This is an optimization exercise on Yosys and OpenROAD, whose aim is small area, a short achievable clock period and few clock cycles per item, not a production implementation.
RTL that was checked went through simulation tests only; none was proved equivalent to the original.
No functional check of the RTL was part of run 4.

==> flow/design.v <==
module golay_parity (
    input  wire [11:0] m,
    output reg  [11:0] p
);
    localparam [143:0] A24 = {
        12'b011111111111, 12'b110001110110, 12'b100011101101, 12'b100111011010,
        12'b101110110100, 12'b111101101000, 12'b111011010001, 12'b110110100011,
        12'b101101000111, 12'b111010001110, 12'b110100011101, 12'b101000111011
    };
    integer c;
    always @(*) begin
        for (c = 0; c < 12; c = c + 1)
            p[c] = ^(m & A24[12*c +: 12]);
    end
endmodule
module golay_weight (
    input  wire [11:0] v,
    output wire [4:0]  ge       
);
    wire [3:1] t0 = {v[0] & v[1] & v[2], (v[0] & v[1]) | (v[0] & v[2]) | (v[1] & v[2]), v[0] | v[1] | v[2]};
    wire [3:1] t1 = {v[3] & v[4] & v[5], (v[3] & v[4]) | (v[3] & v[5]) | (v[4] & v[5]), v[3] | v[4] | v[5]};
    wire [3:1] t2 = {v[6] & v[7] & v[8], (v[6] & v[7]) | (v[6] & v[8]) | (v[7] & v[8]), v[6] | v[7] | v[8]};
    wire [3:1] t3 = {v[9] & v[10] & v[11], (v[9] & v[10]) | (v[9] & v[11]) | (v[10] & v[11]), v[9] | v[10] | v[11]};
    wire [6:1] h0;
    assign h0[1] = t1[1] | t0[1];
    assign h0[2] = t1[2] | (t0[1] & t1[1]) | t0[2];
    assign h0[3] = t1[3] | (t0[1] & t1[2]) | (t0[2] & t1[1]) | t0[3];
    assign h0[4] = (t0[1] & t1[3]) | (t0[2] & t1[2]) | (t0[3] & t1[1]);
    assign h0[5] = (t0[2] & t1[3]) | (t0[3] & t1[2]);
    assign h0[6] = (t0[3] & t1[3]);
    wire [6:1] h1;
    assign h1[1] = t3[1] | t2[1];
    assign h1[2] = t3[2] | (t2[1] & t3[1]) | t2[2];
    assign h1[3] = t3[3] | (t2[1] & t3[2]) | (t2[2] & t3[1]) | t2[3];
    assign h1[4] = (t2[1] & t3[3]) | (t2[2] & t3[2]) | (t2[3] & t3[1]);
    assign h1[5] = (t2[2] & t3[3]) | (t2[3] & t3[2]);
    assign h1[6] = (t2[3] & t3[3]);
    assign ge = {
                 (h0[5] & h1[6]) | (h0[6] & h1[5]), 
                 (h0[3] & h1[6]) | (h0[4] & h1[5]) | (h0[5] & h1[4]) | (h0[6] & h1[3]), 
                 (h0[1] & h1[6]) | (h0[2] & h1[5]) | (h0[3] & h1[4]) | (h0[4] & h1[3]) | (h0[5] & h1[2]) | (h0[6] & h1[1]), 
                 h1[5] | (h0[1] & h1[4]) | (h0[2] & h1[3]) | (h0[3] & h1[2]) | (h0[4] & h1[1]) | h0[5], 
                 h1[4] | (h0[1] & h1[3]) | (h0[2] & h1[2]) | (h0[3] & h1[1]) | h0[4]};
endmodule
module golay_dec24 (
    input  wire [11:0] s,       
    input  wire [11:0] sa,      
    input  wire [4:0]  ws,      
    input  wire [4:0]  wa,      
    output wire [23:0] e,       
    output wire        fail     
);
    function near5;
        input [4:0] v;
        input ge5, ge7, ge9;
        reg o, a, g1, g2, g3;
        begin
            o  = v[0] | v[1];
            a  = v[0] & v[1];
            g1 = v[2] | v[3] | v[4];
            g2 = (v[2] & v[3]) | (v[2] & v[4]) | (v[3] & v[4]);
            g3 = v[2] & v[3] & v[4];
            near5 = (~(o | g1) & ge5)
                  | (~(a | g2 | (o & g1)) & ge7)
                  | (~(g3 | (a & g1) | (o & g2)) & ge9);
        end
    endfunction
    wire [11:0] b2;
    assign b2[0] = near5({s[2], s[6], s[7], s[8], s[10]}, ws[1], ws[2], ws[3]);
    assign b2[1] = near5({s[1], s[5], s[6], s[7], s[9]}, ws[1], ws[2], ws[3]);
    assign b2[2] = near5({s[0], s[4], s[5], s[6], s[8]}, ws[1], ws[2], ws[3]);
    assign b2[3] = near5({s[3], s[4], s[5], s[7], s[10]}, ws[1], ws[2], ws[3]);
    assign b2[4] = near5({s[2], s[3], s[4], s[6], s[9]}, ws[1], ws[2], ws[3]);
    assign b2[5] = near5({s[1], s[2], s[3], s[5], s[8]}, ws[1], ws[2], ws[3]);
    assign b2[6] = near5({s[0], s[1], s[2], s[4], s[7]}, ws[1], ws[2], ws[3]);
    assign b2[7] = near5({s[0], s[1], s[3], s[6], s[10]}, ws[1], ws[2], ws[3]);
    assign b2[8] = near5({s[0], s[2], s[5], s[9], s[10]}, ws[1], ws[2], ws[3]);
    assign b2[9] = near5({s[1], s[4], s[8], s[9], s[10]}, ws[1], ws[2], ws[3]);
    assign b2[10] = near5({s[0], s[3], s[7], s[8], s[9]}, ws[1], ws[2], ws[3]);
    assign b2[11] = (~s[11] & ws[3]) | (s[11] & ws[4]);
    wire [11:0] b4;
    assign b4[0] = near5({sa[2], sa[6], sa[7], sa[8], sa[10]}, wa[1], wa[2], wa[3]);
    assign b4[1] = near5({sa[1], sa[5], sa[6], sa[7], sa[9]}, wa[1], wa[2], wa[3]);
    assign b4[2] = near5({sa[0], sa[4], sa[5], sa[6], sa[8]}, wa[1], wa[2], wa[3]);
    assign b4[3] = near5({sa[3], sa[4], sa[5], sa[7], sa[10]}, wa[1], wa[2], wa[3]);
    assign b4[4] = near5({sa[2], sa[3], sa[4], sa[6], sa[9]}, wa[1], wa[2], wa[3]);
    assign b4[5] = near5({sa[1], sa[2], sa[3], sa[5], sa[8]}, wa[1], wa[2], wa[3]);
    assign b4[6] = near5({sa[0], sa[1], sa[2], sa[4], sa[7]}, wa[1], wa[2], wa[3]);
    assign b4[7] = near5({sa[0], sa[1], sa[3], sa[6], sa[10]}, wa[1], wa[2], wa[3]);
    assign b4[8] = near5({sa[0], sa[2], sa[5], sa[9], sa[10]}, wa[1], wa[2], wa[3]);
    assign b4[9] = near5({sa[1], sa[4], sa[8], sa[9], sa[10]}, wa[1], wa[2], wa[3]);
    assign b4[10] = near5({sa[0], sa[3], sa[7], sa[8], sa[9]}, wa[1], wa[2], wa[3]);
    assign b4[11] = (~sa[11] & wa[3]) | (sa[11] & wa[4]);
    wire lo = ~ws[0] | (|b2);     
    wire hi = ~wa[0] | (|b4);     
    assign fail = ~(lo | hi);
    assign e[0] = (s[0] ? (~ws[0] | b2[2] | b2[6] | b2[7] | b2[8] | b2[10]) : (b2[0] | b2[1] | b2[3] | b2[4] | b2[5] | b2[9] | b2[11])) | b4[0];
    assign e[1] = (s[1] ? (~ws[0] | b2[1] | b2[5] | b2[6] | b2[7] | b2[9]) : (b2[0] | b2[2] | b2[3] | b2[4] | b2[8] | b2[10] | b2[11])) | b4[1];
    assign e[2] = (s[2] ? (~ws[0] | b2[0] | b2[4] | b2[5] | b2[6] | b2[8]) : (b2[1] | b2[2] | b2[3] | b2[7] | b2[9] | b2[10] | b2[11])) | b4[2];
    assign e[3] = (s[3] ? (~ws[0] | b2[3] | b2[4] | b2[5] | b2[7] | b2[10]) : (b2[0] | b2[1] | b2[2] | b2[6] | b2[8] | b2[9] | b2[11])) | b4[3];
    assign e[4] = (s[4] ? (~ws[0] | b2[2] | b2[3] | b2[4] | b2[6] | b2[9]) : (b2[0] | b2[1] | b2[5] | b2[7] | b2[8] | b2[10] | b2[11])) | b4[4];
    assign e[5] = (s[5] ? (~ws[0] | b2[1] | b2[2] | b2[3] | b2[5] | b2[8]) : (b2[0] | b2[4] | b2[6] | b2[7] | b2[9] | b2[10] | b2[11])) | b4[5];
    assign e[6] = (s[6] ? (~ws[0] | b2[0] | b2[1] | b2[2] | b2[4] | b2[7]) : (b2[3] | b2[5] | b2[6] | b2[8] | b2[9] | b2[10] | b2[11])) | b4[6];
    assign e[7] = (s[7] ? (~ws[0] | b2[0] | b2[1] | b2[3] | b2[6] | b2[10]) : (b2[2] | b2[4] | b2[5] | b2[7] | b2[8] | b2[9] | b2[11])) | b4[7];
    assign e[8] = (s[8] ? (~ws[0] | b2[0] | b2[2] | b2[5] | b2[9] | b2[10]) : (b2[1] | b2[3] | b2[4] | b2[6] | b2[7] | b2[8] | b2[11])) | b4[8];
    assign e[9] = (s[9] ? (~ws[0] | b2[1] | b2[4] | b2[8] | b2[9] | b2[10]) : (b2[0] | b2[2] | b2[3] | b2[5] | b2[6] | b2[7] | b2[11])) | b4[9];
    assign e[10] = (s[10] ? (~ws[0] | b2[0] | b2[3] | b2[7] | b2[8] | b2[9]) : (b2[1] | b2[2] | b2[4] | b2[5] | b2[6] | b2[10] | b2[11])) | b4[10];
    assign e[11] = (s[11] ? (~ws[0] | b2[11]) : (b2[0] | b2[1] | b2[2] | b2[3] | b2[4] | b2[5] | b2[6] | b2[7] | b2[8] | b2[9] | b2[10])) | b4[11];
    assign e[12] = (sa[0] ? (~wa[0] | b4[2] | b4[6] | b4[7] | b4[8] | b4[10]) : (b4[0] | b4[1] | b4[3] | b4[4] | b4[5] | b4[9] | b4[11])) | b2[0];
    assign e[13] = (sa[1] ? (~wa[0] | b4[1] | b4[5] | b4[6] | b4[7] | b4[9]) : (b4[0] | b4[2] | b4[3] | b4[4] | b4[8] | b4[10] | b4[11])) | b2[1];
    assign e[14] = (sa[2] ? (~wa[0] | b4[0] | b4[4] | b4[5] | b4[6] | b4[8]) : (b4[1] | b4[2] | b4[3] | b4[7] | b4[9] | b4[10] | b4[11])) | b2[2];
    assign e[15] = (sa[3] ? (~wa[0] | b4[3] | b4[4] | b4[5] | b4[7] | b4[10]) : (b4[0] | b4[1] | b4[2] | b4[6] | b4[8] | b4[9] | b4[11])) | b2[3];
    assign e[16] = (sa[4] ? (~wa[0] | b4[2] | b4[3] | b4[4] | b4[6] | b4[9]) : (b4[0] | b4[1] | b4[5] | b4[7] | b4[8] | b4[10] | b4[11])) | b2[4];
    assign e[17] = (sa[5] ? (~wa[0] | b4[1] | b4[2] | b4[3] | b4[5] | b4[8]) : (b4[0] | b4[4] | b4[6] | b4[7] | b4[9] | b4[10] | b4[11])) | b2[5];
    assign e[18] = (sa[6] ? (~wa[0] | b4[0] | b4[1] | b4[2] | b4[4] | b4[7]) : (b4[3] | b4[5] | b4[6] | b4[8] | b4[9] | b4[10] | b4[11])) | b2[6];
    assign e[19] = (sa[7] ? (~wa[0] | b4[0] | b4[1] | b4[3] | b4[6] | b4[10]) : (b4[2] | b4[4] | b4[5] | b4[7] | b4[8] | b4[9] | b4[11])) | b2[7];
    assign e[20] = (sa[8] ? (~wa[0] | b4[0] | b4[2] | b4[5] | b4[9] | b4[10]) : (b4[1] | b4[3] | b4[4] | b4[6] | b4[7] | b4[8] | b4[11])) | b2[8];
    assign e[21] = (sa[9] ? (~wa[0] | b4[1] | b4[4] | b4[8] | b4[9] | b4[10]) : (b4[0] | b4[2] | b4[3] | b4[5] | b4[6] | b4[7] | b4[11])) | b2[9];
    assign e[22] = (sa[10] ? (~wa[0] | b4[0] | b4[3] | b4[7] | b4[8] | b4[9]) : (b4[1] | b4[2] | b4[4] | b4[5] | b4[6] | b4[10] | b4[11])) | b2[10];
    assign e[23] = (sa[11] ? (~wa[0] | b4[11]) : (b4[0] | b4[1] | b4[2] | b4[3] | b4[4] | b4[5] | b4[6] | b4[7] | b4[8] | b4[9] | b4[10])) | b2[11];
endmodule
module golay_codec (
    input  wire        clk,
    input  wire        rst,         
    input  wire        in_valid,
    output wire        in_ready,
    input  wire [1:0]  in_op,       
    input  wire [23:0] in_word,
    output reg         out_valid,
    input  wire        out_ready,
    output reg  [23:0] out_word,
    output reg         out_fail
);
    wire        i_dec = in_op[1];
    wire        i_o23 = in_op[0];
    wire        i_w23 = i_o23 ? ~(^in_word[22:0]) : in_word[23];
    wire [11:0] i_wh  = {i_w23, in_word[22:12]};
    wire [11:0] i_hA, i_lA;
    golay_parity u_ph (.m(i_wh), .p(i_hA));
    golay_parity u_pl (.m(in_word[11:0]), .p(i_lA));
    wire [11:0] i_s  = in_word[11:0] ^ i_hA;
    wire [11:0] i_sa = i_wh ^ i_lA;
    wire adv = !out_valid || out_ready;
    assign in_ready = adv;
    reg         m_v;
    reg  [1:0]  m_op;
    reg  [23:0] m_w;
    reg  [11:0] m_s, m_sa;
    always @(posedge clk) begin
        if (rst)
            m_v <= 1'b0;
        else if (adv)
            m_v <= in_valid;
    end
    always @(posedge clk) begin
        if (adv) begin
            m_op <= in_op;
            m_w  <= {i_wh, in_word[11:0]};
            m_s  <= i_s;
            m_sa <= i_sa;
        end
    end
    wire        m_dec = m_op[1];
    wire        m_o23 = m_op[0];
    wire [11:0] m_wh  = m_w[23:12];
    wire [4:0] m_ws, m_wa;
    golay_weight u_ws (.v(m_s),  .ge(m_ws));
    golay_weight u_wa (.v(m_sa), .ge(m_wa));
    wire [4:0]  m_ws_g = m_dec ? m_ws : 5'b00001;
    wire [4:0]  m_wa_g = m_dec ? m_wa : 5'b00000;
    wire [23:0] m_e;
    wire        m_dfail;
    golay_dec24 u_dec (.s(m_s), .sa(m_sa), .ws(m_ws_g), .wa(m_wa_g), .e(m_e), .fail(m_dfail));
    wire [23:0] m_c      = {m_wh, m_w[11:0]} ^ m_e;
    wire [23:0] result      = {m_c[23] & ~m_o23, m_c[22:0]};
    wire        result_fail = m_dfail;
    always @(posedge clk) begin
        if (rst)
            out_valid <= 1'b0;
        else if (adv)
            out_valid <= m_v;
    end
    always @(posedge clk) begin
        if (adv) begin
            out_word <= result;
            out_fail <= result_fail;
        end
    end
endmodule
==> flow/flow/run.sh <==
#!/bin/bash
set -euo pipefail
export MY_ABC_SCRIPT=$PWD/flow/abc.script
MARGIN=$(cat flow/margin.txt)
bash standard.sh SYNTH_SCRIPT=$PWD/flow/synth.tcl SETUP_SLACK_MARGIN=$MARGIN \
  "BUFFER_PORTS_ARGS=-buffer_cell sky130_fd_sc_hd__buf_1" finish > flow_standard.log 2>&1
==> flow/flow/abc.script <==
strash
&get -n
&fraig -x
&put
scorr
dc2
dretime
strash
&get -n
&dch -f
&nf {D}
&put
buffer -c
topo
stime -c
upsize -c
dnsize -c
==> flow/flow/margin.txt <==
5.4
==> flow/flow/synth.tcl <==
# The standard synthesis script (synth_recipe.tcl), with one change: ABC
# maps the logic with flow/abc.script instead of ORFS's abc_speed.script.
# Registers are mapped before ABC runs, so they are the standard ones.
proc synth {args} { yosys synth -nofsm -noshare {*}$args }
proc abc {args} {
  set i [lsearch -exact $args -script]
  if {$i >= 0} { lset args [expr {$i + 1}] $::env(MY_ABC_SCRIPT) }
  yosys abc {*}$args
}
source $::env(SCRIPTS_DIR)/synth.tcl
# left out here: clear keep_hierarchy, flatten, clean up, hide names made inside functions, write 1_2_yosys.v
==> flow/standard.sh <==
#!/bin/bash
# synth_recipe.tcl (not shown) runs the flow's synth.tcl, then flattens the netlist and writes it again
# the make line also repeats each setting of config.mk as NAME=value (left out here)
make -C /OpenROAD-flow-scripts/flow DESIGN_CONFIG=/design/flow/config.mk WORK_HOME=/design/flow/orfs CLKGATE_MAP_FILE= SYNTH_SCRIPT=/design/flow/synth_recipe.tcl "${@:-finish}"
==> flow/config.mk <==
export PLATFORM = sky130hd
export DESIGN_NAME = golay_codec
export DESIGN_NICKNAME = golay_codec
export VERILOG_FILES = /design/flow/design.v
export SDC_FILE = /design/flow/constraint.sdc
export NUM_CORES = 4
export LEC_CHECK = 0
export CAP_MARGIN = 20
export CORE_MARGIN = 2
export CORE_UTILIZATION = 40
export CTS_BUF_LIST = sky130_fd_sc_hd__clkbuf_4 sky130_fd_sc_hd__clkbuf_8
export SLEW_MARGIN = 20
export TNS_END_PERCENT = 30
==> flow/constraint.sdc <==
create_clock -name core_clock -period 10.0 [get_ports {clk}]
set_input_delay 2.0000 -clock core_clock [delete_from_list [all_inputs] [get_ports {clk}]]
set_output_delay 2.0000 -clock core_clock [all_outputs]
set_load 0.01 [all_outputs]
==> results.yml, run 1 <==
status:
  outcome: "timing/DRC/antenna clean"
timing:
  rsz0062_at_grt: "yes"
  drv_slew: 0
  period_share: 0.461
  hold_violations: 0
  layout_min_cycle_time_ns: 4.61
  setup_violations: 0
  skew_ns: 0.0108
  finalSetupTns_ns: 0
  fmax_mhz: 217
  worst_pin_slew_ns: 1.15
  relSlewSlack: 0.222
clock_tree:
  clockBufferDepth: 2
  h-tree-depth: 3
  clock-sinks: 77
  ctsHoldBuffers: 0
  clockRootBuffer: "clkbuf_8"
  cts_tree: "done"
  cts_buffers: 9
  clk_latency_ns: 0.36
  clk_pin_slew_worst_paths_ns: 0.07
grt:
  grt_pass1_wl_microns: 31900
  first_global_vias: 5698
  grt_antenna_before_repair: 0
  overflow: 0
  grtUsageTotal: 0.222
  grt_max_degree: 40
logic_synthesis:
  syn_area_sq_um: 6930
  ys_warn_count: 3
  synth_nets: 815
  async_flop_share: 0
  synth-main-ff-cell: "edfxtp_1"
  yosysSeqAreaShare: 0.331
  postSynthAreaPerCell_sq_um: 8.82
  synth-edff-count: 75
  ys_ff_latch: 77
  netlist_instances: 785
  yosysUniqueCellTypes: 66
drt:
  ant_nets: 0
  vias: 6514
  drc_errors: 0
  viasPerCell: 6.06
  first_pass_iters: 5
  wl_per_cell_microns: 19.9
  drtIter0Drc: 554
  route.final.wire_length_microns: 21400
critical_path:
  worstPathArrival_ns: 2.61
  critPathCaptureType: "output pin"
  regToRegSetupSlack_ns: 5.56
  worstPathMaxFanout: 4
  crit_type: "in2out"
  start_kind: "primary input"
  critPathRequiredTime_ns: 8.00
  r2r_cells: 12
  r2r_end: "out_word[14]$_DFFE_PP_"
  r2r_start: "m_sa[9]$_DFFE_PP_"
placement:
  portBuffers: 56
  place.gp.congestion: 0.946
  dp_hpwl_microns: 14100
floorplanning:
  die_w_microns: 136
  die_area_sq_um: 18400
  die_height_microns: 136
  floorplan.initialDensity: 0.405
  rows: 48
  io_pins: 57
  fp.coreArea_sq_um: 17100
finish:
  fin_util: 0.462
  area_growth_pct: 14.1
  nFillCells: 1653
  drive_gt1_frac: 0.122
  num_antenna_cells: 0
  nNetsFinal: 875
hold_path:
  hold_path_class: "reg2reg"
  hp-start: "m_v$_SDFFE_PP0P_"
  min_path_cells: 2
  worst_hold_path.endpoint: "out_valid$_SDFFE_PP0P_"
run:
  max_cap_viol_count: 0
==> metal layers <==
layer  up-vias  share of wire  routed length (microns)  track usage
li1       3055              -                        -            -
met1      3089           0.43                     9110        0.304
met2       325           0.48                    10100        0.366
met3        45          0.078                     1660       0.0318
met4         0          0.020                      430       0.0642
met5         -              0                        0            0
==> how the worst max path moves through the flow <==
stage,start,to,slack [ns],cells after the start
6_report,out_ready,in_ready,5.39,3
5_1_grt,in_word[2],m_s[2]$_DFFE_PP_,5.27,11
2_1_floorplan,out_ready,in_ready,5.38,1
3_3_place_gp,out_ready,in_ready,4.91,3
3_5_place_dp,out_ready,in_ready,4.89,3
4_1_cts,m_sa[7]$_DFFE_PP_,out_word[14]$_DFFE_PP_,5.31,11
==> per-stage QoR <==
step | instances | instance area, sq um | setup slack, ns | hold slack, ns
2_1_floorplan | 785 | 6940 | 5.38 | 0.419
3_3_place_gp | 1001 | 7170 | 4.91 | 0.443
3_5_place_dp | 1001 | 7170 | 4.89 | 0.440
4_1_cts | 1021 | 7470 | 5.31 | 0.459
5_1_grt | 1075 | 7900 | 5.27 | 0.488
6_report | 1075 | 7900 | 5.39 | 0.458
==> area by class of cell <==
| cell class | instances | area, sq um | share of cell area |
|---|---|---|---|
| multi-input combinational | 630 | 4350 | 0.550 |
| sequential | 77 | 2290 | 0.290 |
| timing repair buffer | 115 | 666 | 0.0842 |
| tap | 225 | 282 | 0.0356 |
| clock inverter | 7 | 146 | 0.0185 |
| clock buffer | 9 | 124 | 0.0157 |
| inverter | 12 | 45.0 | 0.00570 |
==> flip-flops by register name, indices dropped and copies added, names as in the netlist <==
signal     flops
m_w           24
out_word      24
m_s           12
m_sa          12
m_op           2
m_v            1
out_fail       1
out_valid      1
==> cell families (layout without fill, tap and decap cells) <==
kind of cell / Yosys count / in the layout / share of synthesized area
buffers and inverters: 81 / 143 / 0.0491
adders and majority gates: 27 / 27 / 0.0390
xor gates and xnor gates: 149 / 149 / 0.192
DFF: 77 / 77 / 0.331
muxes: 2 / 2 / 0.00289
AOI/OAI and AO/OA: 208 / 208 / 0.207
and+or+nand+nor: 241 / 244 / 0.178
==> synth_stat cells (16+ instances only) <==
cell type / number / area [sq um]
nand3_1: 19 / 95.1
a21oi_1: 53 / 265
xnor2_1: 113 / 990
edfxtp_1: 75 / 2250
nor2_1: 68 / 255
xor2_1: 34 / 298
clkbuf_1: 46 / 173
o21ai_0: 45 / 225
or3_1: 16 / 100
nor3_1: 47 / 235
maj3_1: 27 / 270
nand2_1: 29 / 109
==> what timing repair did <==
item / CTS / global route
endpoints found under the setup margin: 6 / 24
pin swaps: 0 / 2
cloned: 3 / 0
gates resized for setup: 0 / 2
setup buffers: 1 / 54
==> layout by cell type, fill, tap and decap left out, types with 3 or more instances in the layout <==
master       n
xnor2_1    113
edfxtp_1    75
nor2_1      68
buf_1       56
buf_4       56
a21oi_1     53
nor3_1      47
o21ai_0     45
xor2_1      34
nand2_1     29
maj3_1      27
nand3_1     19
or3_1       16
a32oi_1     14
o22ai_1     14
nor4_1      13
inv_1       12
a211oi_1    11
a22oi_1     10
nand4_1     10
and3_1       9
clkbuf_8     9
a31o_2       7
a31oi_1      6
or4_1        6
o41ai_2      5
o211ai_1     5
a211o_1      4
or4b_1       4
bufinv_16    4
o22a_1       3
a211oi_2     3
nor2b_1      3
a311o_1      3
nand4b_1     3
nand2b_2     3
==> worst max-delay path: stages <==
cell and delay [ns]:
buf_1 0.26, nand2b_4 0.20, buf_1 0.15
Testbench counts, summed over its fixed seeds: cycles 16,016, items 16,000.
==> run 2, diff against run 1 <==
==> flow/flow/abc.script (replaced) <==
strash
&get -n
&fraig -x
&put
scorr
dc2
dretime
strash
&get -n
&dch
&nf {D}
&put
buffer -c
topo
stime -c
upsize -c
dnsize -c
==> flow/flow/margin.txt (replaced) <==
5.6
==> results.yml, run 2 <==
status:
  outcome: "timing/DRC/antenna clean"
grt:
  first_global_vias: 5682
  grt_pass1_wl_microns: 31800
  grt_antenna_before_repair: 0
  grt_max_degree: 39
  overflow: 0
  grtUsageTotal: 0.224
clock_tree:
  clk_latency_ns: 0.36
  clockBufferDepth: 2
  cts_tree: "done"
  cts_buffers: 9
  clock-sinks: 77
  ctsHoldBuffers: 0
  h-tree-depth: 3
  clk_pin_slew_worst_paths_ns: 0.08
  clockRootBuffer: "clkbuf_8"
floorplanning:
  io_pins: 57
  fp.coreArea_sq_um: 17100
  die_height_microns: 135
  rows: 48
  die_area_sq_um: 18300
  floorplan.initialDensity: 0.404
  die_w_microns: 135
logic_synthesis:
  synth_nets: 813
  synth_top_area_cell: "edfxtp_1"
  async_flop_share: 0
  synth-main-ff-cell: "edfxtp_1"
  synthTopCellsByCount: "xnor2_1, nor2_1, edfxtp_1"
  ys_warn_count: 3
  synth-edff-count: 75
  netlist_instances: 783
  yosysUniqueCellTypes: 67
  syn_area_sq_um: 6910
  ys_top_cells_by_area: "edfxtp_1, xnor2_1, nor2_1"
  yosysSeqAreaShare: 0.332
  postSynthAreaPerCell_sq_um: 8.82
  ys_ff_latch: 77
  yosysMostFrequentCell: "xnor2_1"
  synth.top_cell.area_share: 0.326
finish:
  layout_common_cells: "xnor2_1, nor2_1, edfxtp_1"
  register_area_sq_um: 2290
  num_antenna_cells: 0
  final_common_cell: "xnor2_1"
  fin_util: 0.468
  largest_registers: "m_w: 24 flops, out_word: 24 flops"
  drive_gt1_frac: 0.155
  fin_cells: 1083
  nFillCells: 1648
  area_growth_pct: 16.0
  nNetsFinal: 883
  multiInputGateArea_sq_um: 4340
critical_path:
  worstPathArrival_ns: 2.61
  critPathCaptureType: "output pin"
  worstPathMaxFanout: 2
  critPathRequiredTime_ns: 8.00
  crit_type: "in2out"
  start_kind: "primary input"
timing:
  setup_ws_ns: 5.39
  fmax_mhz: 217
  skew_ns: 0.0140
  setup_violations: 0
  period_share: 0.461
  drv_slew: 0
  rsz0062_at_grt: "yes"
  worst_pin_slew_ns: 1.03
  layout_min_cycle_time_ns: 4.61
  hold_violations: 0
  finalSetupTns_ns: 0
  relSlewSlack: 0.304
run:
  max_cap_viol_count: 0
placement:
  place.gp.congestion: 0.912
  dp_hpwl_microns: 14000
  portBuffers: 56
  dp.cells: 1003
  pre_cts_ws_ns: 4.78
drt:
  wl_per_cell_microns: 20.0
  first_pass_iters: 9
  route.final.wire_length_microns: 21600
  drtIter0Drc: 783
  drc_errors: 0
  vias: 6584
  viasPerCell: 6.08
  ant_nets: 0
hold_path:
  hold_path_class: "reg2reg"
-- run 2: cell count changes in the layout (fill, tap and decap cells not counted), moves of 7 or more --
cell / delta
buf_4: +11
maj3_1: -7
nor2_1: +22
nor3_1: +9
o21ai_0: -8
or3_1: -7
-- run 2: cell type report --
cell class | count | share of cell area
Timing Repair Buffer | 128 | 0.109
Tap cell | 225 | 0.0351
Sequential cell | 77 | 0.286
Multi-Input combinational cell | 630 | 0.541
Inverter | 7 | 0.00375
Clock inverter | 6 | 0.00874
Clock buffer | 10 | 0.0164
-- run 2: cells by family (layout without fill, tap and decap cells) --
kind of cell               count (synthesis)  after routing  synth area share
AOI/OAI and AO/OA                        201            201             0.207
DFF                                       77             77             0.332
adders and majority gates                 24             24            0.0355
muxes                                      1              1           0.00145
xor gates and xnor gates                 148            148             0.190
buffers and inverters                     76            151            0.0493
and+or+nand+nor                          256            256             0.185
-- run 2: worst paths after layout --
path | startpoint | to | slack (ns) | cells after the start
worst min register to register | m_v$_SDFFE_PP0P_ | out_valid$_SDFFE_PP0P_ | 0.49 | 2
worst max-delay path | out_ready | in_ready | 5.39 | 5
worst min-delay path | m_v$_SDFFE_PP0P_ | out_valid$_SDFFE_PP0P_ | 0.49 | 2
worst max register to register | m_sa[6]$_DFFE_PP_ | out_word[18]$_DFFE_PP_ | 5.68 | 11
-- run 2: worst max-delay path, stage by stage --
cell and delay [ns]:
buf_6 0.10, nor2b_4 0.13, clkinvlp_4 0.11, clkbuf_16 0.15
buf_6 0.11
-- run 2: what timing repair did --
item                                    in CTS  in global routing
pin swaps                                    0                  2
cloned                                       3                  0
setup buffers                                7                 54
endpoints found under the setup margin      11                 22
resized for setup                           14                  5
-- run 2: per-stage QoR --
stage                     hold WS [ns]  cell area (sq um)
after detailed placement         0.466               7160
after floorplan                  0.441               6920
final                            0.493               8020
after global routing             0.531               8020
after CTS                        0.485               7580
after global placement           0.477               7150
-- run 2: per-layer routing --
layer  part of all wire  vias up  track usage
li1                   -     3073            -
met1               0.44     3067        0.320
met2               0.44      391        0.343
met3              0.085       53       0.0303
met4              0.034        0       0.0885
met5                  0        -            0
==> run 3, diff against run 2 <==
==> flow/flow/abc.script (replaced) <==
strash
&get -n
&fraig -x
&put
scorr
dc2
dretime
strash
&get -n
&dch -f
&nf {D}
&put
buffer -c
topo
stime -c
upsize -c
dnsize -c
--- a/flow/config.mk
+++ b/flow/config.mk
@@ -10,4 +10,3 @@
 export CORE_UTILIZATION = 40
 export CTS_BUF_LIST = sky130_fd_sc_hd__clkbuf_4 sky130_fd_sc_hd__clkbuf_8
 export SLEW_MARGIN = 20
-export TNS_END_PERCENT = 30
==> results.yml, run 3 <==
status:
  outcome: "timing/DRC/antenna clean"
clock_tree:
  ctsHoldBuffers: 0
  clock-sinks: 77
  clockRootBuffer: "clkbuf_8"
  clockBufferDepth: 2
  clk_latency_ns: 0.36
  cts_buffers: 9
  cts_tree: "done"
  h-tree-depth: 3
  clk_pin_slew_worst_paths_ns: 0.08
floorplanning:
  floorplan.initialDensity: 0.405
  die_area_sq_um: 18400
  die_height_microns: 136
  fp.coreArea_sq_um: 17100
  rows: 48
  io_pins: 57
  die_w_microns: 136
finish:
  area_growth_pct: 14.8
  num_antenna_cells: 0
  drive_gt1_frac: 0.143
  largest_registers: "m_w: 24 flops, out_word: 24 flops"
  nFillCells: 1668
  nNetsFinal: 869
  final_common_cell: "xnor2_1"
  fin_util: 0.464
  layout_common_cells: "xnor2_1, edfxtp_1, nor2_1"
logic_synthesis:
  synth_nets: 815
  ys_top_cells_by_area: "edfxtp_1, xnor2_1, xor2_1"
  synth.top_cell.area_share: 0.325
  yosysUniqueCellTypes: 66
  netlist_instances: 785
  yosysMostFrequentCell: "xnor2_1"
  syn_area_sq_um: 6930
  async_flop_share: 0
  ys_warn_count: 3
  postSynthAreaPerCell_sq_um: 8.82
  synth-main-ff-cell: "edfxtp_1"
  ys_ff_latch: 77
  synth-edff-count: 75
  yosysSeqAreaShare: 0.331
  synthTopCellsByCount: "xnor2_1, edfxtp_1, nor2_1"
  synth_top_area_cell: "edfxtp_1"
timing:
  rsz0062_at_grt: "no"
  layout_min_cycle_time_ns: 4.37
  hold_violations: 0
  worst_pin_slew_ns: 1.04
  fmax_mhz: 229
  setup_violations: 0
  period_share: 0.437
  drv_slew: 0
  finalSetupTns_ns: 0
  skew_ns: 0.0128
  relSlewSlack: 0.308
drt:
  routedLengthMet1_microns: 9620
  routed-wl-met2_microns: 10000
  route.final.wire_length_microns: 22000
  wl_met3_microns: 1760
  first_pass_iters: 5
  vias: 6571
  topRoutingLayerUsed: "met4"
  drtIter0Drc: 513
  drc_errors: 0
  wl_per_cell_microns: 20.5
  ant_nets: 0
  viasPerCell: 6.15
critical_path:
  critPathSlowestCell: "nand2b_4"
  worstPathMaxFanout: 4
  worstPathArrival_ns: 2.37
  start_kind: "primary input"
  crit_type: "in2out"
  critPathMaxStageDelay_ns: 0.14
  crit_chain: "buf_6 -> nand2b_4 -> buf_6"
  cp_common_cell: "buf_6"
  critPathRequiredTime_ns: 8.00
  critPathCaptureType: "output pin"
grt:
  first_global_vias: 5995
  grt_max_degree: 40
  overflow: 0
  grt_antenna_before_repair: 0
  grt_pass1_wl_microns: 34000
  grtUsageTotal: 0.240
hold_path:
  hold_path_class: "reg2reg"
placement:
  place.gp.congestion: 0.940
  dp_hpwl_microns: 14200
  portBuffers: 56
run:
  max_cap_viol_count: 0
==> run 3: changes by cell type after synthesis, moves of 5 or more <==
cell,delta
nand4_1,-5
clkbuf_1,+5
nor2_1,-22
or3_1,+7
a311o_1,-6
nor3_1,-9
inv_1,+5
nand2_1,+6
o21ai_0,+8
maj3_1,+7
==> run 3: cell type report <==
class                           instances  area (sq um)  area share
Sequential cell                        77          2290       0.288
Inverter                               12          45.0     0.00567
Clock buffer                            9           124      0.0156
Timing Repair Buffer                  109           623      0.0784
Multi-Input combinational cell        630          4470       0.562
Clock inverter                          7           114      0.0143
Tap cell                              225           282      0.0354
==> run 3: cells by family after synthesis <==
logic type | Yosys count | synth area share
buffers and inverters | 81 | 0.0491
flip-flops | 77 | 0.331
AND/OR/NAND/NOR | 241 | 0.178
multiplexers | 2 | 0.00289
XOR/XNOR | 149 | 0.192
AO/OA/AOI/OAI | 208 | 0.207
adder cells (fa/ha/maj) | 27 | 0.0390
==> run 3: final timing paths <==
kind / slack (ns) / end / cells past startpoint / start
setup / recovery: 5.63 / in_ready / 3 / out_ready
hold / removal: 0.46 / out_valid$_SDFFE_PP0P_ / 2 / m_v$_SDFFE_PP0P_
hold reg to reg: 0.46 / out_valid$_SDFFE_PP0P_ / 2 / m_v$_SDFFE_PP0P_
setup reg to reg: 5.65 / out_word[7]$_DFFE_PP_ / 11 / m_s[3]$_DFFE_PP_
==> run 3: routing by layer <==
metal	vias up	GRT usage
met3	55	0.0393
li1	3046	-
met4	0	0.0822
met1	3126	0.338
met2	344	0.375
met5	-	0
==> run 3: what timing repair did <==
item / 4_1_cts / 5_1_grt
setup buffers: 37 / 12
cloned: 3 / 0
pin swaps: 3 / 1
gates resized for setup: 11 / 20
setup endpoints to repair: 26 / 12
==> run 3: worst max-delay path, delay by kind of cell <==
family / cells / cell delay (ns)
and+or+nand+nor: 1 / 0.14
buffers and inverters: 2 / 0.24
==> run 3: stage by stage <==
stage | cell area, sq um | hold WS, ns | instances | setup slack [ns]
after global routing | 7950 | 0.501 | 1069 | 5.57
final | 7950 | 0.457 | 1069 | 5.63
after floorplan | 6950 | 0.419 | 785 | 5.38
after CTS | 7760 | 0.458 | 1057 | 5.63
after detailed placement | 7180 | 0.439 | 1001 | 4.88
after global placement | 7180 | 0.448 | 1001 | 4.89
==> run 4, diff against run 3 <==
--- a/flow/design.v
+++ b/flow/design.v
@@ -131,17 +131,48 @@
     output reg  [23:0] out_word,
     output reg         out_fail
 );
-    wire        i_dec = in_op[1];
-    wire        i_o23 = in_op[0];
-    wire        i_w23 = i_o23 ? ~(^in_word[22:0]) : in_word[23];
-    wire [11:0] i_wh  = {i_w23, in_word[22:12]};
-    wire [11:0] i_hA, i_lA;
-    golay_parity u_ph (.m(i_wh), .p(i_hA));
-    golay_parity u_pl (.m(in_word[11:0]), .p(i_lA));
-    wire [11:0] i_s  = in_word[11:0] ^ i_hA;
-    wire [11:0] i_sa = i_wh ^ i_lA;
     wire adv = !out_valid || out_ready;
-    assign in_ready = adv;
+    reg         k_v;
+    reg  [1:0]  k_op;
+    reg  [23:0] k_w;
+    assign in_ready = !k_v;
+    wire take = in_valid && !k_v;
+    reg         r_v;
+    reg  [1:0]  r_op;
+    reg  [23:0] r_w;
+    always @(posedge clk) begin
+        if (rst)
+            k_v <= 1'b0;
+        else
+            k_v <= k_v ? !adv : (take && !adv);
+    end
+    always @(posedge clk) begin
+        if (!k_v) begin
+            k_op <= in_op;
+            k_w  <= in_word;
+        end
+    end
+    always @(posedge clk) begin
+        if (rst)
+            r_v <= 1'b0;
+        else if (adv)
+            r_v <= k_v || take;
+    end
+    always @(posedge clk) begin
+        if (adv) begin
+            r_op <= k_v ? k_op : in_op;
+            r_w  <= k_v ? k_w  : in_word;
+        end
+    end
+    wire        r_dec = r_op[1];
+    wire        r_o23 = r_op[0];
+    wire        r_w23 = r_o23 ? ~(^r_w[22:0]) : r_w[23];
+    wire [11:0] r_wh  = {r_w23, r_w[22:12]};
+    wire [11:0] r_hA, r_lA;
+    golay_parity u_ph (.m(r_wh), .p(r_hA));
+    golay_parity u_pl (.m(r_w[11:0]), .p(r_lA));
+    wire [11:0] r_s  = r_w[11:0] ^ r_hA;
+    wire [11:0] r_sa = r_wh ^ r_lA;
     reg         m_v;
     reg  [1:0]  m_op;
     reg  [23:0] m_w;
@@ -150,14 +181,14 @@
         if (rst)
             m_v <= 1'b0;
         else if (adv)
-            m_v <= in_valid;
+            m_v <= r_v;
     end
     always @(posedge clk) begin
         if (adv) begin
-            m_op <= in_op;
-            m_w  <= {i_wh, in_word[11:0]};
-            m_s  <= i_s;
-            m_sa <= i_sa;
+            m_op <= r_op;
+            m_w  <= {r_wh, r_w[11:0]};
+            m_s  <= r_s;
+            m_sa <= r_sa;
         end
     end
     wire        m_dec = m_op[1];
==> flow/flow/margin.txt (replaced) <==
6.9
==> results.yml, run 4 <==
hold_path:
  hp-start: "r_op[1]$_DFFE_PN_"
  min_path_cells: 0
  hold_path_class: "reg2reg"
  worst_hold_path.endpoint: "m_op[1]$_DFFE_PN_"
floorplanning:
  rows: 54
  die_height_microns: 153
  die_area_sq_um: 23300
  floorplan.initialDensity: 0.407
  fp.coreArea_sq_um: 21800
  io_pins: 57
  die_w_microns: 153
logic_synthesis:
  yosysUniqueCellTypes: 80
  ys_ff_latch: 131
  async_flop_share: 0
  ys_top_cells_by_area: "edfxtp_1, xnor2_1, dfxtp_1"
  synth_top_area_cell: "edfxtp_1"
  syn_area_sq_um: 8860
  postSynthAreaPerCell_sq_um: 9.92
  netlist_instances: 893
  synth-main-ff-cell: "edfxtp_1"
  ys_warn_count: 3
  yosysMostFrequentCell: "xnor2_1"
  synth-edff-count: 101
  yosysSeqAreaShare: 0.410
  synthTopCellsByCount: "xnor2_1, edfxtp_1, nor2_1"
  synth.top_cell.area_share: 0.342
  synth_nets: 923
timing:
  finalSetupTns_ns: 0
  layout_min_cycle_time_ns: 3.92
  setup_violations: 0
  hold_violations: 0
  relSlewSlack: 0.181
  skew_ns: 0.0167
  worst_pin_slew_ns: 1.23
  period_share: 0.392
  setup_ws_ns: 6.08
  rsz0062_at_grt: "yes"
  fmax_mhz: 255
  drv_slew: 0
drt:
  ant_nets: 0
  wl_per_cell_microns: 22.2
  vias: 8545
  viasPerCell: 6.17
  drc_errors: 0
  drtIter0Drc: 1162
  route.final.wire_length_microns: 30700
  first_pass_iters: 7
critical_path:
  r2r_end: "out_word[9]$_DFFE_PN_"
  r2r_cells: 15
  critPathCaptureType: "flip-flop"
  r2r_start: "m_s[7]$_DFFE_PN_"
  crit_chain: "buf_4 -> maj3_2 -> a22oi_2 -> buf_4 -> a22oi_2 -> o41ai_2 -> buf_4 -> buf_12 -> o22ai_1 -> a31oi_4 -> buf_4 -> nand2_1 -> nor4_4 -> o21bai_1 -> xor2_1"
  cp_common_cell: "buf_4"
  worstPathArrival_ns: 4.19
  crit_type: "reg2reg"
  worstPathMaxFanout: 6
  critPathMaxStageDelay_ns: 0.48
  start_kind: "flip-flop"
  regToRegSetupSlack_ns: 6.08
  critPathSlowestCell: "edfxtp_1"
  critPathRequiredTime_ns: 10.26
clock_tree:
  h-tree-depth: 4
  cts_buffers: 17
  ctsHoldBuffers: 0
  clock-sinks: 131
  clockBufferDepth: 2
  clk_latency_ns: 0.46
  clockRootBuffer: "clkbuf_8"
  clk_pin_slew_worst_paths_ns: 0.09
  cts_tree: "done"
placement:
  dp_hpwl_microns: 17000
  place.gp.congestion: 0.957
  pre_cts_ws_ns: 5.48
  place_area_sq_um: 9320
  portBuffers: 56
finish:
  layout_common_cells: "buf_4, edfxtp_1, xnor2_1"
  nNetsFinal: 1121
  fin_util: 0.557
  drive_gt1_frac: 0.379
  num_antenna_cells: 0
  area_growth_pct: 36.9
  final_common_cell: "buf_4"
  fin_area_sq_um: 12100
grt:
  grt_max_degree: 62
  first_global_vias: 7674
  grtUsageTotal: 0.242
  grt_antenna_before_repair: 0
  grt_pass1_wl_microns: 44200
  overflow: 0
run:
  max_cap_viol_count: 0
status:
  outcome: "timing/DRC/antenna clean"
[run 4: critical path, delay by kind of cell (launching register included)]
kind,cells,cell delay [ns]
AOI/OAI and AO/OA,6,1.16
xor gates and xnor gates,1,0.30
and+or+nand+nor,2,0.51
DFF,1,0.48
buffers and inverters,5,0.90
adders and majority gates,1,0.37
[run 4: through the flow]
stage                     std cells  hold slack, ns
after global placement         1168           0.442
final                          1384           0.445
after global routing           1384           0.473
after CTS                      1337           0.448
after detailed placement       1168           0.428
after floorplan                 893           0.400
[run 4: timing repair]
action | in CTS | in global routing
pin swaps | 70 | 67
hold endpoints to repair | 0 | 0
setup buffers | 133 | 45
cloned | 4 | 2
endpoints found under the setup margin | 90 | 90
resized for setup | 108 | 83
[run 4: worst max path at each step]
stage	cells after the start	end	slack [ns]	from
2_1_floorplan	12	out_word[19]$_DFFE_PN_	6.58	m_sa[9]$_DFFE_PN_
3_3_place_gp	10	out_word[22]$_DFFE_PN_	5.60	m_sa[7]$_DFFE_PN_
3_5_place_dp	10	out_word[23]$_DFFE_PN_	5.48	m_sa[7]$_DFFE_PN_
4_1_cts	14	out_word[3]$_DFFE_PN_	6.32	m_s[9]$_DFFE_PN_
5_1_grt	14	out_word[3]$_DFFE_PN_	5.94	m_s[7]$_DFFE_PN_
6_report	15	out_word[9]$_DFFE_PN_	6.08	m_s[7]$_DFFE_PN_
[run 4: cell type report]
| cell class | count | area, sq um |
|---|---|---|
| fill | 1838 | 9630 |
| multi-input combinational | 687 | 5870 |
| sequential | 131 | 3630 |
| timing repair buffer | 245 | 1810 |
| tap | 280 | 350 |
| clock buffer | 21 | 270 |
| clock inverter | 11 | 151 |
| inverter | 9 | 33.8 |
[run 4: cells by family after synthesis]
group | count (synthesis) | synth area share
mux | 26 | 0.0331
compound gates | 193 | 0.159
fa+ha+maj | 22 | 0.0254
simple gates | 296 | 0.182
xor+xnor | 148 | 0.151
buf+inv | 77 | 0.0393
flops | 131 | 0.410
[run 4: metal layers]
| layer | global-route usage | share of wire | up-vias |
|---|---|---|---|
| li1 | - | - | 3716 |
| met1 | 0.315 | 0.38 | 4064 |
| met2 | 0.398 | 0.46 | 567 |
| met3 | 0.0401 | 0.094 | 198 |
| met4 | 0.105 | 0.066 | 0 |
| met5 | 0 | 0 | - |
==> run 5, diff against run 4 <==
--- a/flow/design.v
+++ b/flow/design.v
@@ -1,17 +1,63 @@
 module golay_parity (
     input  wire [11:0] m,
-    output reg  [11:0] p
-);
-    localparam [143:0] A24 = {
-        12'b011111111111, 12'b110001110110, 12'b100011101101, 12'b100111011010,
-        12'b101110110100, 12'b111101101000, 12'b111011010001, 12'b110110100011,
-        12'b101101000111, 12'b111010001110, 12'b110100011101, 12'b101000111011
-    };
-    integer c;
-    always @(*) begin
-        for (c = 0; c < 12; c = c + 1)
-            p[c] = ^(m & A24[12*c +: 12]);
-    end
+    output wire [11:0] p
+);
+    wire x12 = m[1] ^ m[11];
+    wire x13 = m[4] ^ m[7];
+    wire x14 = m[5] ^ m[8];
+    wire x15 = m[0] ^ m[3];
+    wire x16 = m[2] ^ m[9];
+    wire x17 = m[6] ^ m[10];
+    wire x18 = m[4] ^ x12;
+    wire x19 = m[10] ^ x12;
+    wire x20 = m[9] ^ m[11];
+    wire x21 = x14 ^ x16;
+    wire x22 = m[6] ^ x12;
+    wire x23 = m[2] ^ m[11];
+    wire x24 = m[7] ^ x19;
+    wire x25 = x15 ^ x23;
+    wire x26 = x13 ^ x21;
+    wire x27 = x17 ^ x20;
+    wire x28 = m[8] ^ x22;
+    wire x29 = m[5] ^ x18;
+    wire x30 = m[8] ^ x25;
+    wire x31 = m[0] ^ x13;
+    wire x32 = x14 ^ x27;
+    wire x33 = m[0] ^ x14;
+    wire x34 = m[7] ^ x25;
+    wire x35 = m[3] ^ x16;
+    wire x36 = m[1] ^ x15;
+    wire x37 = m[0] ^ x16;
+    wire x38 = x24 ^ x33;
+    wire x39 = m[3] ^ x32;
+    wire x40 = x27 ^ x31;
+    wire x41 = m[9] ^ x15;
+    wire x42 = x28 ^ x37;
+    wire x43 = m[11] ^ x26;
+    wire x44 = m[5] ^ m[6];
+    wire x45 = x24 ^ x35;
+    wire x46 = x34 ^ x44;
+    wire x47 = x17 ^ x36;
+    wire x48 = x26 ^ x47;
+    wire x49 = x29 ^ x41;
+    wire x50 = m[2] ^ x17;
+    wire x51 = x29 ^ x50;
+    wire x52 = m[3] ^ x13;
+    wire x53 = m[4] ^ m[10];
+    wire x54 = x28 ^ x52;
+    wire x55 = x30 ^ x53;
+    assign p[0] = x49;
+    assign p[1] = x55;
+    assign p[2] = x45;
+    assign p[3] = x42;
+    assign p[4] = x38;
+    assign p[5] = x40;
+    assign p[6] = x39;
+    assign p[7] = x43;
+    assign p[8] = x54;
+    assign p[9] = x46;
+    assign p[10] = x51;
+    assign p[11] = x48;
 endmodule
 module golay_weight (
     input  wire [11:0] v,
@@ -131,48 +177,17 @@
     output reg  [23:0] out_word,
     output reg         out_fail
 );
+    wire        i_dec = in_op[1];
+    wire        i_o23 = in_op[0];
+    wire        i_w23 = i_o23 ? ~(^in_word[22:0]) : in_word[23];
+    wire [11:0] i_wh  = {i_w23, in_word[22:12]};
+    wire [11:0] i_hA, i_lA;
+    golay_parity u_ph (.m(i_wh), .p(i_hA));
+    golay_parity u_pl (.m(in_word[11:0]), .p(i_lA));
+    wire [11:0] i_s  = in_word[11:0] ^ i_hA;
+    wire [11:0] i_sa = i_wh ^ i_lA;
     wire adv = !out_valid || out_ready;
-    reg         k_v;
-    reg  [1:0]  k_op;
-    reg  [23:0] k_w;
-    assign in_ready = !k_v;
-    wire take = in_valid && !k_v;
-    reg         r_v;
-    reg  [1:0]  r_op;
-    reg  [23:0] r_w;
-    always @(posedge clk) begin
-        if (rst)
-            k_v <= 1'b0;
-        else
-            k_v <= k_v ? !adv : (take && !adv);
-    end
-    always @(posedge clk) begin
-        if (!k_v) begin
-            k_op <= in_op;
-            k_w  <= in_word;
-        end
-    end
-    always @(posedge clk) begin
-        if (rst)
-            r_v <= 1'b0;
-        else if (adv)
-            r_v <= k_v || take;
-    end
-    always @(posedge clk) begin
-        if (adv) begin
-            r_op <= k_v ? k_op : in_op;
-            r_w  <= k_v ? k_w  : in_word;
-        end
-    end
-    wire        r_dec = r_op[1];
-    wire        r_o23 = r_op[0];
-    wire        r_w23 = r_o23 ? ~(^r_w[22:0]) : r_w[23];
-    wire [11:0] r_wh  = {r_w23, r_w[22:12]};
-    wire [11:0] r_hA, r_lA;
-    golay_parity u_ph (.m(r_wh), .p(r_hA));
-    golay_parity u_pl (.m(r_w[11:0]), .p(r_lA));
-    wire [11:0] r_s  = r_w[11:0] ^ r_hA;
-    wire [11:0] r_sa = r_wh ^ r_lA;
+    assign in_ready = adv;
     reg         m_v;
     reg  [1:0]  m_op;
     reg  [23:0] m_w;
@@ -181,14 +196,14 @@
         if (rst)
             m_v <= 1'b0;
         else if (adv)
-            m_v <= r_v;
+            m_v <= in_valid;
     end
     always @(posedge clk) begin
         if (adv) begin
-            m_op <= r_op;
-            m_w  <= {r_wh, r_w[11:0]};
-            m_s  <= r_s;
-            m_sa <= r_sa;
+            m_op <= in_op;
+            m_w  <= {i_wh, in_word[11:0]};
+            m_s  <= i_s;
+            m_sa <= i_sa;
         end
     end
     wire        m_dec = m_op[1];
==> flow/flow/abc.script (replaced) <==
strash
&get -n
&fraig -x
&put
scorr
dc2
dretime
strash
&get -n
&dch
&nf {D}
&put
buffer -c
topo
stime -c
upsize -c
dnsize -c
==> flow/flow/margin.txt (replaced) <==
5.6
--- a/flow/config.mk
+++ b/flow/config.mk
@@ -10,3 +10,4 @@
 export CORE_UTILIZATION = 40
 export CTS_BUF_LIST = sky130_fd_sc_hd__clkbuf_4 sky130_fd_sc_hd__clkbuf_8
 export SLEW_MARGIN = 20
+export TNS_END_PERCENT = 30
==> results.yml, run 5 <==
status:
  outcome: "timing/DRC/antenna clean"
drt:
  drc_errors: 0
  wl_per_cell_microns: 20.5
  route.final.wire_length_microns: 22100
  viasPerCell: 6.16
  first_pass_iters: 5
  drtIter0Drc: 723
  ant_nets: 0
  vias: 6631
floorplanning:
  rows: 48
  fp.coreArea_sq_um: 17300
  die_height_microns: 137
  floorplan.initialDensity: 0.408
  io_pins: 57
  die_area_sq_um: 18700
  die_w_microns: 137
timing:
  worst_pin_slew_ns: 0.947
  layout_min_cycle_time_ns: 4.60
  finalSetupTns_ns: 0
  setup_violations: 0
  relSlewSlack: 0.367
  period_share: 0.460
  skew_ns: 0.0177
  fmax_mhz: 218
  timing.hold.ws_ns: 0.477
  rsz0062_at_grt: "yes"
  hold_violations: 0
  drv_slew: 0
grt:
  grt_pass1_wl_microns: 34400
  grt_max_degree: 39
  grt_antenna_before_repair: 0
  first_global_vias: 6044
  overflow: 0
  grtUsageTotal: 0.239
clock_tree:
  cts_buffers: 9
  clockBufferDepth: 2
  clockRootBuffer: "clkbuf_8"
  clk_pin_slew_worst_paths_ns: 0.07
  h-tree-depth: 3
  clock-sinks: 77
  ctsHoldBuffers: 0
  clk_latency_ns: 0.38
  cts_tree: "done"
run:
  max_cap_viol_count: 0
finish:
  area_growth_pct: 13.8
  nNetsFinal: 877
  drive_gt1_frac: 0.138
  largest_registers: "m_w: 24 flops, out_word: 24 flops"
  num_antenna_cells: 0
  layout_common_cells: "xnor2_1, edfxtp_1, nand2_1, o21ai_0, xor2_1"
  final_common_cell: "xnor2_1"
hold_path:
  hold_path_class: "reg2reg"
critical_path:
  worstPathMaxFanout: 2
  start_kind: "primary input"
  critPathRequiredTime_ns: 8.00
  crit_type: "in2out"
  critPathCaptureType: "output pin"
  worstPathArrival_ns: 2.60
placement:
  place.gp.congestion: 0.922
  dp_hpwl_microns: 14600
  portBuffers: 56
logic_synthesis:
  synth_top_area_cell: "edfxtp_1"
  ys_top_cells_by_area: "edfxtp_1, xnor2_1, xor2_1"
  ys_warn_count: 2
  synthTopCellsByCount: "xnor2_1, edfxtp_1, xor2_1"
  synth.top_cell.area_share: 0.319
  postSynthAreaPerCell_sq_um: 8.84
  synth_nets: 828
  yosysUniqueCellTypes: 73
  yosysMostFrequentCell: "xnor2_1"
  ys_ff_latch: 77
  netlist_instances: 798
  synth-main-ff-cell: "edfxtp_1"
  synth-edff-count: 75
  syn_area_sq_um: 7060
  yosysSeqAreaShare: 0.325
  async_flop_share: 0
[run 5: cell types whose count changed after synthesis, sizes merged, moves of 10 or more]
cell    previous run  this run
edfxtp           101        75
nor3              40        50
mux2              26         0
o21ai             46        56
dfxtp             30         2
xor2              42        54
nor2              76        49
[run 5: layer usage]
layer / wire length, microns / GRT usage / vias up
met2: 10400 / 0.384 / 314
li1: - / - / 3084
met5: 0 / 0 / -
met4: 526 / 0.0722 / 0
met1: 9290 / 0.327 / 3189
met3: 1900 / 0.0478 / 44
[run 5: kinds of logic (layout without fill, tap and decap cells)]
family | Yosys count | in the layout | synth area share
compound gates | 201 | 201 | 0.200
xor+xnor | 149 | 149 | 0.185
buf+inv | 77 | 131 | 0.0525
flops | 77 | 77 | 0.325
fa+ha+maj | 24 | 24 | 0.0346
simple gates | 270 | 270 | 0.203
[run 5: stage by stage]
step	utilization	cells	setup WS (ns)	cell area (sq um)
floorplan	-	798	4.95	7080
global placement	0.422	1020	4.76	7300
detailed placement	0.422	1020	4.75	7300
CTS	0.455	1058	5.38	7870
global route	0.464	1077	5.38	8030
finish	0.464	1077	5.40	8030
[run 5: cell type report]
cell class,instances,area (sq um)
Clock buffer,12,153
Clock inverter,4,26.3
Fill cell,1701,9270
Inverter,11,45.0
Multi-Input combinational cell,644,4550
Sequential cell,77,2290
Tap cell,225,282
Timing Repair Buffer,104,682
[run 5: timing repair]
item,4_1_cts,5_1_grt
endpoints found under the setup margin,31,28
cloned,3,0
setup buffers,19,19
resized for setup,26,8
pin swaps,3,0
[run 5: path summary, 6_finish.rpt]
check / from / to / slack [ns] / cells after the start
hold reg to reg: m_v$_SDFFE_PP0P_ / out_valid$_SDFFE_PP0P_ / 0.48 / 2
setup / recovery: out_ready / in_ready / 5.40 / 5
setup reg to reg: m_s[7]$_DFFE_PP_ / out_word[4]$_DFFE_PP_ / 5.62 / 9
hold / removal: m_v$_SDFFE_PP0P_ / out_valid$_SDFFE_PP0P_ / 0.48 / 2
[run 5: worst max-delay path: stages]
cell and delay, ns:
buf_6 0.09, nor2b_4 0.13, clkinvlp_4 0.11, clkbuf_16 0.15
buf_6 0.11
Testbench counts of run 5, summed over its fixed seeds: cycles 16,016, items 16,000.
==> run 6, diff against run 5 <==
==> flow/flow/abc.script (replaced) <==
strash
&get -n
&fraig -x
&put
scorr
dc2
dretime
strash
&get -n
&dch -f
&nf {D}
&put
buffer -c
topo
stime -c
upsize -c
dnsize -c
==> results.yml, run 6 <==
drt:
  wl_per_cell_microns: 19.9
  route.final.wire_length_microns: 21400
  drtIter0Drc: 554
  ant_nets: 0
  drc_errors: 0
  first_pass_iters: 6
  vias: 6481
  viasPerCell: 6.03
timing:
  period_share: 0.441
  fmax_mhz: 227
  layout_min_cycle_time_ns: 4.41
  setup_ws_ns: 5.59
  drv_slew: 0
  worst_pin_slew_ns: 1.01
  setup_violations: 0
  rsz0062_at_grt: "yes"
  finalSetupTns_ns: 0
  hold_violations: 0
  timing.hold.ws_ns: 0.447
  skew_ns: 0.00921
  relSlewSlack: 0.329
floorplanning:
  die_area_sq_um: 18700
  floorplan.initialDensity: 0.409
  fp.coreArea_sq_um: 17200
  rows: 48
  die_height_microns: 137
  io_pins: 57
  die_w_microns: 137
critical_path:
  cp_common_cell: "buf_6"
  crit_type: "in2out"
  start_kind: "primary input"
  critPathRequiredTime_ns: 8.00
  critPathSlowestCell: "nand2b_4"
  worstPathArrival_ns: 2.41
  critPathCaptureType: "output pin"
  critPathMaxStageDelay_ns: 0.16
  crit_chain: "buf_6 -> nand2b_4 -> buf_6"
  worstPathMaxFanout: 4
placement:
  pre_cts_ws_ns: 4.85
  place_area_sq_um: 7320
  portBuffers: 56
  place.gp.congestion: 0.947
  dp_hpwl_microns: 14200
finish:
  largest_registers: "m_w: 24 flops, out_word: 24 flops"
  nNetsFinal: 874
  drive_gt1_frac: 0.139
  final_common_cell: "xnor2_1"
  area_growth_pct: 12.4
  num_antenna_cells: 0
  layout_common_cells: "xnor2_1, edfxtp_1, nand2_1"
  fin_area_sq_um: 7920
grt:
  grt_antenna_before_repair: 0
  grt_pass1_wl_microns: 32100
  grtUsageTotal: 0.224
  grt_max_degree: 40
  overflow: 0
  first_global_vias: 5702
logic_synthesis:
  synth-main-ff-cell: "edfxtp_1"
  synth_top_area_cell: "edfxtp_1"
  ys_ff_latch: 77
  syn_area_sq_um: 7050
  ys_warn_count: 2
  synth.top_cell.area_share: 0.320
  synth-edff-count: 75
  yosysSeqAreaShare: 0.325
  synth_nets: 830
  postSynthAreaPerCell_sq_um: 8.81
  netlist_instances: 800
  yosysUniqueCellTypes: 73
  ys_top_cells_by_area: "edfxtp_1, xnor2_1, xor2_1"
  yosysMostFrequentCell: "xnor2_1"
  synthTopCellsByCount: "xnor2_1, edfxtp_1, nand2_1"
  async_flop_share: 0
clock_tree:
  cts_tree: "done"
  ctsHoldBuffers: 0
  clk_pin_slew_worst_paths_ns: 0.08
  clock-sinks: 77
  cts_buffers: 9
  clockRootBuffer: "clkbuf_8"
  clk_latency_ns: 0.38
  h-tree-depth: 3
  clockBufferDepth: 2
hold_path:
  hold_path_class: "reg2reg"
run:
  max_cap_viol_count: 0
status:
  outcome: "timing/DRC/antenna clean"
run 6: final timing paths:
| check | start | end | slack (ns) | cells after the start |
|---|---|---|---|---|
| setup / recovery | out_ready | in_ready | 5.59 | 3 |
| hold / removal | m_v$_SDFFE_PP0P_ | out_valid$_SDFFE_PP0P_ | 0.45 | 2 |
| setup reg to reg | m_s[9]$_DFFE_PP_ | out_word[8]$_DFFE_PP_ | 5.76 | 10 |
| hold reg to reg | m_v$_SDFFE_PP0P_ | out_valid$_SDFFE_PP0P_ | 0.45 | 2 |
run 6: worst max-delay path: cells and delay by family:
| kind | cells | cell delay (ns) |
|---|---|---|
| buffers and inverters | 2 | 0.25 |
| and+or+nand+nor | 1 | 0.16 |
run 6: kinds of logic after synthesis:
| logic type | Yosys count | synth area share |
|---|---|---|
| and+or+nand+nor | 274 | 0.208 |
| DFF | 77 | 0.325 |
| muxes | 1 | 0.00142 |
| AOI/OAI and AO/OA | 195 | 0.194 |
| buffers and inverters | 78 | 0.0481 |
| xor gates and xnor gates | 149 | 0.185 |
| adders and majority gates | 26 | 0.0375 |
run 6: layout make-up:
type / count / area [sq um]
clock buffer: 9 / 124
clock inverter: 7 / 96.3
tap: 225 / 282
fill: 1683 / 9320
timing repair buffer: 100 / 561
inverter: 8 / 30.0
multi-input combinational: 648 / 4530
sequential: 77 / 2290
run 6: metrics by stage:
stage	std cells	util
after detailed placement	1018	0.424
final	1074	0.459
after global routing	1074	0.459
after CTS	1049	0.446
after global placement	1018	0.424
after floorplan	800	-
run 6: layer usage:
| metal | track usage | share of wire | vias to the layer above |
|---|---|---|---|
| met3 | 0.0222 | 0.075 | 48 |
| met4 | 0.0909 | 0.029 | 0 |
| li1 | - | - | 3065 |
| met1 | 0.322 | 0.44 | 3032 |
| met2 | 0.344 | 0.45 | 336 |
| met5 | 0 | 0 | - |
run 6: what timing repair did:
item,in CTS,in global routing
buffers inserted,12,25
resized for setup,6,17
endpoints found under the hold margin,0,0
pin swaps,5,2
endpoints found under the setup margin,24,29
cloned,3,0

what the ideal ports hide:
The flow's constraints put no driver on any port. The routed layouts listed below were extracted and timed again, unchanged, in two steps.
Step 1 sets driving cells, clkbuf_16 on the clock port and buf_2 on the other inputs (assumed; they add their load-dependent delay and slew).
Step 2, shift: input delay + t, output delay - t, t = (earliest + latest rising clock arrival at the registers) / 2. This alone moves slack from input paths to output paths.
Slacks: no drivers / after step 1 / after step 2; pairs: no drivers / after step 1.
run | t, ns | setup WS [ns] | slew at the worst register clock pin (ns)
run 1 | 0.386 | 5.391 / 5.361 / 5.105 | 0.09 / 0.09
run 2 | 0.388 | 5.391 / 5.355 / 5.238 | 0.09 / 0.09
run 3 | 0.385 | 5.630 / 5.596 / 5.438 | 0.09 / 0.09
run 4 | 0.484 | 6.076 / 6.076 / 6.076 | 0.09 / 0.09
run 5 | 0.408 | 5.404 / 5.373 / 5.373 | 0.09 / 0.09
run 6 | 0.407 | 5.592 / 5.561 / 5.411 | 0.09 / 0.09
After both steps setup and hold are still met in every run listed. The setup slack of run 1, which loses most, moves by -0.030 ns with the drivers and by -0.286 ns with both steps.
